Context: an optimization exercise on an open-source flow, tuned for small area, a short achievable clock period and few clock cycles per item. The choices shown serve that exercise and are no tape-out recipe.

==> inputs of run a <==
==> flow/design.v (excerpt) <==
module dither_stream (
    input  wire        clk,
    input  wire        rst,
    input  wire        start,
    input  wire        mode,
    input  wire [6:0]  width,
    input  wire [15:0] height,
    output reg         busy,
    input  wire        in_valid,
    output wire        in_ready,
    input  wire [7:0]  in_r,
    input  wire [7:0]  in_g,
    input  wire [7:0]  in_b,
    input  wire [7:0]  in_a,
    output reg         out_valid,
    input  wire        out_ready,
    output wire [7:0]  out_r,
    output wire [7:0]  out_g,
    output wire [7:0]  out_b,
    output wire [7:0]  out_a
);
    integer i;
    reg        mode_r;
    reg [6:0]  w_r;
    reg        w_is1, w_is2, w_is3, w_is4, w_ge3;
    reg        sg28, sg16, sg8, sg4, sg2, sg1;    
    wire [6:0] wm1 = w_r - 7'd1;
    wire [6:0] wm2 = w_r - 7'd2;
    wire [6:0] dl  = (w_r >= 7'd5) ? w_r - 7'd5 : 7'd0;
    wire       dl28 = (dl >= 7'd28);
    wire [6:0] dlr = dl28 ? dl - 7'd28 : dl;
    wire       slow = (w_r < 7'd4);
    always @(posedge clk) begin
        if (!busy) begin
            mode_r <= mode;
            w_r    <= width;
        end
        w_is1 <= (w_r == 7'd1);
        w_is2 <= (w_r == 7'd2);
        w_is3 <= (w_r == 7'd3);
        w_is4 <= (w_r == 7'd4);
        w_ge3 <= (w_r >= 7'd3);
        sg28  <= dl28;
        sg16  <= dlr[4];
        sg8   <= dlr[3];
        sg4   <= dlr[2];
        sg2   <= dlr[1];
        sg1   <= dlr[0];
    end
    reg        in_ready_r;
    reg        in_done;
    reg        ir_v;        
    reg        r1_v;        
    reg        r2_v;        
    reg [2:0]  na;          
    reg [2:0]  nq;          
    assign in_ready = in_ready_r;
    wire take  = in_valid && in_ready_r;
    wire pop   = out_valid && out_ready;
    wire start_ok = !busy && start;
    reg [6:0]  px;
    reg [15:0] rows;        
    reg [1:0]  rsat;        
    wire px_last  = (px == wm1);
    wire row_last = (rows == 16'd1);
    wire is_last   = px_last && row_last;
    wire is_penult = w_is1 ? (rows == 16'd2) : ((px == wm2) && row_last);
  ...
export LEC_CHECK = 0
export CAP_MARGIN = 20
export CORE_MARGIN = 2
export CORE_UTILIZATION = 60
export SLEW_MARGIN = 20
create_clock -name core_clock -period 32.0 [get_ports {clk}]
standard.sh (not shown) runs the stock make flow with config.mk's settings and CLKGATE_MAP_FILE= SYNTH_SCRIPT=/design/flow/synth_recipe.tcl, a recipe that flattens the netlist after the stock synthesis.
==> flow/flow/run.sh <==
#!/bin/bash
# Layout flow: the standard synthesis and ORFS flow, with the timing
# repair steps (floorplan, CTS, global route) aiming for a setup slack of
# MARGIN ns instead of 0, so that they size and buffer the critical paths
# for a shorter period than the design's (the constraints are unchanged).
set -euo pipefail
W=$(pwd)
MARGIN=$(cat "$W/flow/margin.txt")
bash standard.sh synth > "$W/synth.log" 2>&1
make -C "$FLOW_HOME" DESIGN_CONFIG="$W/config.mk" WORK_HOME="$W/orfs" CLKGATE_MAP_FILE= \
    SYNTH_SCRIPT="$W/synth_recipe.tcl" SETUP_SLACK_MARGIN="$MARGIN" finish > "$W/layout.log" 2>&1
bash standard.sh finish > "$W/final_def.log" 2>&1
==> flow/flow/margin.txt <==
23
==> inputs of run b, as changes to run a <==
--- a/flow/design.v
+++ b/flow/design.v
@@ -50,12 +50,12 @@
     reg        in_ready_r;
     reg        in_done;
     reg        ir_v;        
     reg        r1_v;        
     reg        r2_v;        
-    reg [2:0]  na;          
-    reg [2:0]  nq;          
+    reg [4:0]  na;          
+    reg [4:0]  nq;          
     assign in_ready = in_ready_r;
     wire take  = in_valid && in_ready_r;
     wire pop   = out_valid && out_ready;
     wire start_ok = !busy && start;
     reg [6:0]  px;
@@ -64,32 +64,38 @@
     wire px_last  = (px == wm1);
     wire row_last = (rows == 16'd1);
     wire is_last   = px_last && row_last;
     wire is_penult = w_is1 ? (rows == 16'd2) : ((px == wm2) && row_last);
     wire take_last = ir_v ? is_penult : is_last;
-    wire last_pop = pop && in_done && (na == 3'd1);
-    wire busy_n   = start_ok ? 1'b1 : (busy && !last_pop);
-    wire done_n   = start_ok ? 1'b0 : (in_done || (take && take_last));
-    wire [2:0] na_n = na + {2'b0, take} - {2'b0, pop};
+    wire na1      = na[0] && !na[1];
+    wire last_pop = pop && in_done && na1;
+    wire busy_n   = start_ok || (busy && !last_pop);
+    wire done_n   = !start_ok && (in_done || (take && take_last));
+    wire full_n   = !pop && (na[4] || (na[3] && take));
     wire throttle = slow && (take || ir_v);
+    wire na_up    = take && !pop;
+    wire na_dn    = pop && !take;
     always @(posedge clk) begin
         if (rst) begin
             busy       <= 1'b0;
             in_ready_r <= 1'b0;
             in_done    <= 1'b0;
             ir_v       <= 1'b0;
             r1_v       <= 1'b0;
             r2_v       <= 1'b0;
-            na         <= 3'd0;
+            na         <= 5'd0;
         end else begin
             busy       <= busy_n;
             in_done    <= done_n;
-            in_ready_r <= busy_n && !done_n && (na_n <= 3'd4) && !(throttle && !start_ok);
+            in_ready_r <= busy_n && !done_n && !full_n && !throttle;
             ir_v       <= take;
             r1_v       <= ir_v;
             r2_v       <= r1_v;
-            na         <= na_n;
+            if (na_up)
+                na <= {na[3:0], 1'b1};
+            else if (na_dn)
+                na <= {1'b0, na[4:1]};
         end
     end
     always @(posedge clk) begin
         if (!busy) begin
             px   <= 7'd0;
@@ -656,30 +662,36 @@
             h3 <= h2;
         end
     end
     reg [7:0] qa [0:4];
     reg [4:0] qkn;           
-    wire [2:0] nq_n = nq + {2'b0, r2_v} - {2'b0, pop};
+    wire [5:0] nae = {na, 1'b1} & ~{1'b0, na};    
+    wire [5:0] nqe = {nq, 1'b1} & ~{1'b0, nq};
+    wire nq_up = r2_v && !pop;
+    wire nq_dn = pop && !r2_v;
     always @(posedge clk) begin
         for (i = 0; i < 5; i = i + 1) begin
-            if (pop ? (na == i + 1) : (na == i))
+            if (pop ? nae[i + 1] : nae[i])
                 qa[i] <= in_a;
             else if (pop)
                 qa[i] <= (i < 4) ? qa[(i + 1) % 5] : qa[i];
-            if (r2_v && (pop ? (nq == i + 1) : (nq == i)))
+            if (r2_v && (pop ? nqe[i + 1] : nqe[i]))
                 qkn[i] <= !q_hi;
             else if (pop)
                 qkn[i] <= (i < 4) ? qkn[(i + 1) % 5] : qkn[i];
         end
     end
     always @(posedge clk) begin
         if (rst) begin
-            nq        <= 3'd0;
+            nq        <= 5'd0;
             out_valid <= 1'b0;
         end else begin
-            nq        <= nq_n;
-            out_valid <= (nq_n != 3'd0);
+            if (nq_up)
+                nq <= {nq[3:0], 1'b1};
+            else if (nq_dn)
+                nq <= {1'b0, nq[4:1]};
+            out_valid <= r2_v || nq[1] || (nq[0] && !pop);
         end
     end
     assign out_r = 8'd0;
     assign out_g = {8{qkn[0]}};
     assign out_b = {qkn[0], 2'b00, qkn[0], qkn[0], qkn[0], 2'b00};
==> flow/flow/run.sh (replaced) <==
#!/bin/bash
# Layout flow: the standard synthesis and ORFS flow, with
#  - the timing repair steps (floorplan, CTS, global route) aiming for a
#    setup slack of MARGIN ns instead of 0, so that they size and buffer
#    the critical paths for a shorter period than the design's (the
#    constraints themselves are unchanged);
#  - the port buffers made of buf_2 cells instead of the delay buffers
#    buffer_ports picks by default (every port still gets its buffer).
set -euo pipefail
W=$(pwd)
MARGIN=$(cat "$W/flow/margin.txt")
bash standard.sh synth > "$W/synth.log" 2>&1
make -C "$FLOW_HOME" DESIGN_CONFIG="$W/config.mk" WORK_HOME="$W/orfs" CLKGATE_MAP_FILE= \
    SYNTH_SCRIPT="$W/synth_recipe.tcl" SETUP_SLACK_MARGIN="$MARGIN" \
    BUFFER_PORTS_ARGS="-buffer_cell sky130_fd_sc_hd__buf_2" finish > "$W/layout.log" 2>&1
bash standard.sh finish > "$W/final_def.log" 2>&1
==> flow/flow/margin.txt (replaced) <==
24
Settings changed: CORE_UTILIZATION 60 to 40.
==> results.txt <==
| metric | run a | run b |
|---|---|---|
| Arrival time worst endpoint | 9.55 ns | 8.98 ns |
| Routed metal-1 wirelength | 44800 um | 43300 um |
| Sum of routed wire length over all layers | 102000 um | 93200 um |
| Transition at the pin with the smallest max-transition slack | 0.979 ns | 1.11 ns |
| Status | finished clean | finished clean |
| Flip-flop and latch count | 939 | 943 |
| Detailed-routing iteration count for the pre-antenna-repair pass | 5 | 6 |
| Capture point of the worst reg-to-reg path | qkn[1]$_DFFE_PP_ | qkn[2]$_DFFE_PP_ |
| Chip Height | 283 um | 344 um |
| Met2 demand-to-capacity share in global routing | 41.5% | 25.2% |
| Proportion of synthesized chip area in sequential cells | 57.2% | 57.8% |
Function was not checked in any run of this note: the RTL went through the layout flow alone.


==> trial 29: inputs <==
Another version of the RTL of dither_stream (not shown whole).
==> flow/config.mk <==
export PLATFORM = sky130hd
export DESIGN_NAME = dither_stream
export DESIGN_NICKNAME = dither_stream
export VERILOG_FILES = /design/flow/design.v
export SDC_FILE = /design/flow/constraint.sdc
export NUM_CORES = 4
export LEC_CHECK = 0
export CAP_MARGIN = 20
export CORE_MARGIN = 2
export CORE_UTILIZATION = 40
export SLEW_MARGIN = 20
==> flow/constraint.sdc <==
create_clock -name core_clock -period 32.0 [get_ports {clk}]
set_input_delay 6.4000 -clock core_clock [delete_from_list [all_inputs] [get_ports {clk}]]
set_output_delay 6.4000 -clock core_clock [all_outputs]
set_load 0.01 [all_outputs]
run.sh (not shown) runs the stock make flow with config.mk's settings and CLKGATE_MAP_FILE= SYNTH_SCRIPT=/design/flow/synth_recipe.tcl, a recipe that flattens the netlist after the stock synthesis.
Stock flow here: none of the scripts above is used.
==> build 88: changes against trial 29 <==
--- a/flow/design.v
+++ b/flow/design.v
@@ -16,33 +16,30 @@
     input  wire        out_ready,
     output wire [7:0]  out_r,
     output wire [7:0]  out_g,
     output wire [7:0]  out_b,
     output wire [7:0]  out_a
 );
-    integer i;
     reg        mode_r;
     reg [6:0]  w_r;
-    reg        w_is1, w_is2, w_is3, w_ge3, w_ge4;
-    reg        sg29, sg16, sg8, sg4, sg2, sg1;    
+    reg        w_is1, w_is2, w_ge3;
+    reg        sg30, sg16, sg8, sg4, sg2, sg1;    
     wire [6:0] wm1 = w_r - 7'd1;
     wire [6:0] wm2 = w_r - 7'd2;
-    wire [6:0] dl  = (w_r >= 7'd4) ? w_r - 7'd4 : 7'd0;
-    wire       dl29 = (dl >= 7'd29);
-    wire [6:0] dlr = dl29 ? dl - 7'd29 : dl;
+    wire [6:0] dl  = (w_r >= 7'd3) ? w_r - 7'd3 : 7'd0;
+    wire       dl30 = (dl >= 7'd30);
+    wire [6:0] dlr = dl30 ? dl - 7'd30 : dl;
     always @(posedge clk) begin
         if (!busy) begin
             mode_r <= mode;
             w_r    <= width;
         end
         w_is1 <= (w_r == 7'd1);
         w_is2 <= (w_r == 7'd2);
-        w_is3 <= (w_r == 7'd3);
         w_ge3 <= (w_r >= 7'd3);
-        w_ge4 <= (w_r >= 7'd4);
-        sg29  <= dl29;
+        sg30  <= dl30;
         sg16  <= dlr[4];
         sg8   <= dlr[3];
         sg4   <= dlr[2];
         sg2   <= dlr[1];
         sg1   <= dlr[0];
     end
@@ -103,19 +100,17 @@
     reg [7:0] ir_r, ir_g, ir_b;
     always @(posedge clk) begin
         ir_r <= in_r;
         ir_g <= in_g;
         ir_b <= in_b;
     end
-    reg       hq;
-    reg [7:0] hg;
-    reg [7:0] h2;
-    wire [7:0] h1c = mode_r ? hg + {7'd0, hq} : {{2{hg[5]}}, hg[5:0]};
-    wire [7:0] pos0 = p_v ? h1c : h2;
-    reg [7:0] r0a, r1a, r2a;
-    reg [5:0] r0b, r1b, r3a;
+    reg signed [8:0] h1;
+    reg        [7:0] h2;
+    wire [7:0] pos0 = p_v ? h1[7:0] : h2;
+    reg [7:0] r1a, r2a;
+    reg [5:0] r1b, r3a;
     function [10:0] enc;
         input       fs;
         input [7:0] a;
         input [5:0] b;
         reg a16, b16;
         begin
@@ -128,31 +123,31 @@
             else if (a16)
                 enc = {2'b10, 3'b000, b};
             else
                 enc = {2'b11, 4'b0000, a[4:0]};
         end
     endfunction
-    wire [5:0]  bpush = w_is3 ? r2a[5:0] : r3a;
-    wire [10:0] head = enc(mode_r, pos0, bpush);
-    reg [10:0] s29 [0:28];
+    wire [10:0] head = enc(mode_r, pos0, r3a);
+    reg [10:0] s30 [0:29];
     reg [10:0] s16 [0:15];
     reg [10:0] s8  [0:7];
     reg [10:0] s4  [0:3];
     reg [10:0] s2  [0:1];
     reg [10:0] s1;
-    wire [10:0] y29 = sg29 ? s29[28] : head;
-    wire [10:0] y16 = sg16 ? s16[15] : y29;
+    wire [10:0] y30 = sg30 ? s30[29] : head;
+    wire [10:0] y16 = sg16 ? s16[15] : y30;
     wire [10:0] y8  = sg8  ? s8[7]   : y16;
     wire [10:0] y4  = sg4  ? s4[3]   : y8;
     wire [10:0] y2  = sg2  ? s2[1]   : y4;
     wire [10:0] lo  = sg1  ? s1      : y2;
+    integer i;
     always @(posedge clk) begin
         if (ir_v) begin
-            s29[0] <= head;
-            for (i = 1; i < 29; i = i + 1) s29[i] <= s29[i-1];
-            s16[0] <= y29;
+            s30[0] <= head;
+            for (i = 1; i < 30; i = i + 1) s30[i] <= s30[i-1];
+            s16[0] <= y30;
             for (i = 1; i < 16; i = i + 1) s16[i] <= s16[i-1];
             s8[0] <= y16;
             for (i = 1; i < 8; i = i + 1) s8[i] <= s8[i-1];
             s4[0] <= y8;
             for (i = 1; i < 4; i = i + 1) s4[i] <= s4[i-1];
             s2[0] <= y4;
@@ -164,29 +159,27 @@
                               : {lo[9], lo[9:5]};
     wire [5:0] lo_b6 = lo[10] ? (lo[9] ? 6'b010000 : lo[5:0])
                               : {lo[4], lo[4:0]};
     wire [7:0] lo_a  = mode_r ? lo[7:0] : {{2{lo_a6[5]}}, lo_a6};
     always @(posedge clk) begin
         if (ir_v) begin
-            r0a <= lo_a;
-            r0b <= lo_b6;
-            r1a <= r0a;
-            r1b <= r0b;
+            r1a <= lo_a;
+            r1b <= lo_b6;
             r2a <= r1a;
             r3a <= r2a[5:0];
         end
     end
     wire has_up  = (rsat != 2'd0);
     wire has_up2 = rsat[1];
     wire has_l1  = (px != 7'd0);
     wire has_l2  = (px[6:1] != 6'd0);
     wire has_r1  = !px_last;
-    wire [7:0] c_upr = w_is3 ? pos0 : r0a;
-    wire [7:0] c_up  = w_is2 ? pos0 : (w_is3 ? r0a : r1a);
-    wire [7:0] c_upl = w_is2 ? r0a  : (w_is3 ? r1a : r2a);
-    wire [5:0] c_up2 = w_is1 ? pos0[5:0] : w_is2 ? r1a[5:0] : (w_is3 ? r0b : r1b);
+    wire [7:0] c_upr = lo_a;
+    wire [7:0] c_up  = w_is2 ? lo_a : r1a;
+    wire [7:0] c_upl = w_is2 ? r1a  : r2a;
+    wire [5:0] c_up2 = w_is1 ? pos0[5:0] : (w_is2 ? r2a[5:0] : r1b);
     wire [7:0] c_l2  = pos0;
     wire m_upl = has_up && has_l1;
     wire m_up  = has_up && !w_is1;
     wire m_upr = has_up && has_r1 && w_ge3;
     function signed [8:0] val;
         input       fs;
@@ -242,44 +235,39 @@
         v_g <= pv_g;
         v_b <= pv_b;
         fx1 <= mode_r && f_u2;            
         fx2 <= mode_r && f_u1;            
         fx3 <= mode_r && f_l;             
         fx4 <= !mode_r && f_on;           
-        fy  <= mode_r && (f_u1 || f_u2);
-        fyn <= mode_r && f_l;
+        fy  <= mode_r && (f_u1 || f_u2);  
+        fyn <= mode_r && f_l;             
         fc  <= mode_r && f_on;
     end
-    wire [13:0] g14 = {6'd0, hg};
-    wire [13:0] a14 = {{8{hg[5]}}, hg[5:0]};
-    wire [13:0] xs = ({14{fx1}} & (g14 << 1)) | ({14{fx2}} & (g14 << 2))
-                   | ({14{fx3}} & (g14 << 3)) | ({14{fx4}} & (a14 << 4));
-    wire [13:0] ys = ({14{fy}} & g14) | ({14{fyn}} & ~g14);
-    wire [13:0] cs = ({14{fx1 & hq}} & 14'h3d03)       
-                   | ({14{fx2 & hq}} & 14'h3b05)       
-                   | ({14{fx3 & hq}} & 14'h3908)       
-                   | {13'd0, fx3 & !hq};
-    wire        fcor = fc && (hq ? (hg[3:0] != 4'hf) : (hg[3:0] != 4'h0));
-    function [7:0] fcell;
+    wire [13:0] fe14 = {{5{h1[8]}}, h1};
+    wire [13:0] xs = ({14{fx1}} & (fe14 << 1)) | ({14{fx2}} & (fe14 << 2))
+                   | ({14{fx3}} & (fe14 << 3)) | ({14{fx4}} & (fe14 << 4));
+    wire [13:0] ys = ({14{fy}} & fe14) | ({14{fyn}} & ~fe14);
+    wire        fcor = fc && (h1[3:0] != 4'd0);
+    function [13:0] t16;
         input [7:0]  v;
-        input [13:0] x, y, z;
-        input        fc;
-        reg   [13:0] a, s1, c1, s2, c2, t;
+        input [13:0] x, y;
+        input        ci;
+        reg   [13:0] a, s, c;
         begin
-            a  = {2'b00, v, 4'b0000};
-            s1 = a ^ x ^ y;
-            c1 = ((a & x) | (a & y) | (x & y)) << 1;
-            s2 = s1 ^ c1 ^ z;
-            c2 = ((s1 & c1) | (s1 & z) | (c1 & z)) << 1;
-            t  = s2 + c2;
-            fcell = t[11:4] + {7'd0, t[13] & fc};
+            a = {2'b00, v, 4'b0000};
+            s = a ^ x ^ y;
+            c = (a & x) | (a & y) | (x & y);
+            t16 = s + {c[12:0], ci};
         end
     endfunction
-    wire [7:0] c_r = fcell(v_r, xs, ys, cs, fcor);
-    wire [7:0] c_g = fcell(v_g, xs, ys, cs, fcor);
-    wire [7:0] c_b = fcell(v_b, xs, ys, cs, fcor);
+    wire [13:0] t_r = t16(v_r, xs, ys, fyn);
+    wire [13:0] t_g = t16(v_g, xs, ys, fyn);
+    wire [13:0] t_b = t16(v_b, xs, ys, fyn);
+    wire [7:0]  c_r = t_r[11:4] + {7'd0, t_r[13] & fcor};
+    wire [7:0]  c_g = t_g[11:4] + {7'd0, t_g[13] & fcor};
+    wire [7:0]  c_b = t_b[11:4] + {7'd0, t_b[13] & fcor};
     wire lt1 = c_r[6] ^ ~c_r[4];
     wire lt2 = c_r[6] & ~c_r[4];
     wire lt3 = c_r[7] ^ ~c_r[5];
     wire lt4 = c_r[7] & ~c_r[5];
     wire lt5 = ~c_r[6] ^ ~c_r[4] ^ c_r[2];
     wire lt6 = (~c_r[6] & ~c_r[4]) | (~c_r[6] & c_r[2]) | (~c_r[4] & c_r[2]);
@@ -597,44 +585,43 @@
     wire lt318 = 1'b1 & lt270;
     wire [25:0] lt_a = {lt317, lt315, lt313, lt311, lt309, lt307, lt305, lt303, lt301, lt299, lt297, lt295, lt293, lt291, lt289, lt287, lt285, lt283, lt281, lt279, lt277, lt275, lt273, lt225, c_r[1], c_r[0]};
     wire [25:0] lt_b = {lt316, lt314, lt312, lt310, lt308, lt306, lt304, lt302, lt300, lt298, lt296, lt294, lt292, lt290, lt288, lt286, lt284, lt282, lt280, lt278, lt276, lt274, lt272, lt271, ~c_g[0], 1'b0};
     wire [25:0] lsum = lt_a + lt_b;
     wire [7:0] gray = lsum[25:18];
     wire       q_hi = gray[7] && (gray[6:0] != 7'd0);
-    wire [4:0] g5p = gray[7:3] + {4'd0, gray[2:0] == 3'd7};
-    wire [5:0] e_atk = q_hi ? {g5p != 5'd0, g5p} : {1'b0, gray[7:3]};
+    wire signed [8:0] diff = $signed({1'b0, gray}) - (q_hi ? 9'sd255 : 9'sd0);
+    wire signed [8:0] e_n  = mode_r ? diff : (diff >>> 3);
     always @(posedge clk) begin
         if (p_v) begin
-            hq <= q_hi;
-            hg <= mode_r ? gray : {2'b00, e_atk};
-            h2 <= h1c;
+            h1 <= e_n;
+            h2 <= h1[7:0];
         end
     end
     reg [7:0] qa [0:3];
-    reg [3:0] qkn;           
+    reg [3:0] qk;
     wire [2:0] nq_n = nq + {2'b0, p_v} - {2'b0, pop};
     always @(posedge clk) begin
         for (i = 0; i < 4; i = i + 1) begin
-            if (pop ? (na == i + 1) : (na == i))
+            if (take && (pop ? (na == i + 1) : (na == i)))
                 qa[i] <= in_a;
             else if (pop)
                 qa[i] <= (i < 3) ? qa[(i + 1) % 4] : qa[i];
             if (p_v && (pop ? (nq == i + 1) : (nq == i)))
-                qkn[i] <= !q_hi;
+                qk[i] <= q_hi;
             else if (pop)
-                qkn[i] <= (i < 3) ? qkn[(i + 1) % 4] : qkn[i];
+                qk[i] <= (i < 3) ? qk[(i + 1) % 4] : qk[i];
         end
     end
     always @(posedge clk) begin
         if (rst) begin
             nq        <= 3'd0;
             out_valid <= 1'b0;
         end else begin
             nq        <= nq_n;
             out_valid <= (nq_n != 3'd0);
         end
     end
     assign out_r = 8'd0;
-    assign out_g = {8{qkn[0]}};
-    assign out_b = {qkn[0], 2'b00, qkn[0], qkn[0], qkn[0], 2'b00};
+    assign out_g = qk[0] ? 8'd0 : 8'd255;
+    assign out_b = qk[0] ? 8'd0 : 8'd156;
     assign out_a = qa[0];
 endmodule
==> results.txt <==
|  | trial 29 | build 88 |
|---|---|---|
| Total instance count after detailed placement | 4520 | 4477 |
| RR Endpoint | hg[1]$_DFFE_PP_ | h1[4]$_DFFE_PP_ |
| Synthesis-to-finish area growth | 12.6% | 12.8% |
| FF+latch count | 864 | 860 |
| Crit path depth | 46 | 50 |
| Clock skew | 41.4 ps | 47.6 ps |
| Fmax | 74.1 MHz | 72.3 MHz |
| Result of the run | complete, no violations | complete, no violations |
| Average footprint of a synthesized cell | 13.7 um^2 | 13.7 um^2 |
| Core area | 105000 um^2 | 104000 um^2 |
| Mux contribution to synthesized area | 2.86% | 2.20% |
| Hold path startpoint | s2[0][8]$_DFFE_PP_ | s30[2][2]$_DFFE_PP_ |
| Antenna violations before repair | 1 | 0 |
| Data-path buffer share of cell area in the final layout | 2.23% | 2.38% |
| Register-to-register setup slack | 18510 ps | 18170 ps |
No run of this note included a check of the RTL's function; only the layout flow was run.

separate check: timing with driven ports:
In the flow no input, the clock included, has a driving cell. The finished layouts below were timed again as built, in two steps.
Step 1 sets driving cells, clkbuf_16 on the clock port and buf_2 on the other inputs (assumed; they add their load-dependent delay and slew).
Step 2 also shifts input and output timing later by t, the mid clock arrival at the registers, as if the neighbouring blocks saw the same clock.
Slacks: ideal / step 1 / step 2; pairs: ideal / step 1.
run | shift t [ns] | slack for setup (ns) | hold slack, ns | worst setup path at the end | worst register clock-pin slew, ns
run a | 0.722 | 22.809 / 22.809 / 22.629 | 0.325 / 0.325 / 0.325 | input to register | 0.07 / 0.07
run b | 0.718 | 23.526 / 23.526 / 23.526 | 0.323 / 0.323 / 0.323 | register to register | 0.07 / 0.07
trial 29 | 0.702 | 18.509 / 18.509 / 18.509 | 0.398 / 0.398 / 0.398 | register to register | 0.07 / 0.07
build 88 | 0.705 | 18.171 / 18.171 / 18.171 | 0.397 / 0.397 / 0.397 | register to register | 0.07 / 0.07
After both steps setup and hold are still met in every run listed. The setup slack of run a, which loses most, moves by 0.000 ns with the drivers and by -0.180 ns with both steps.
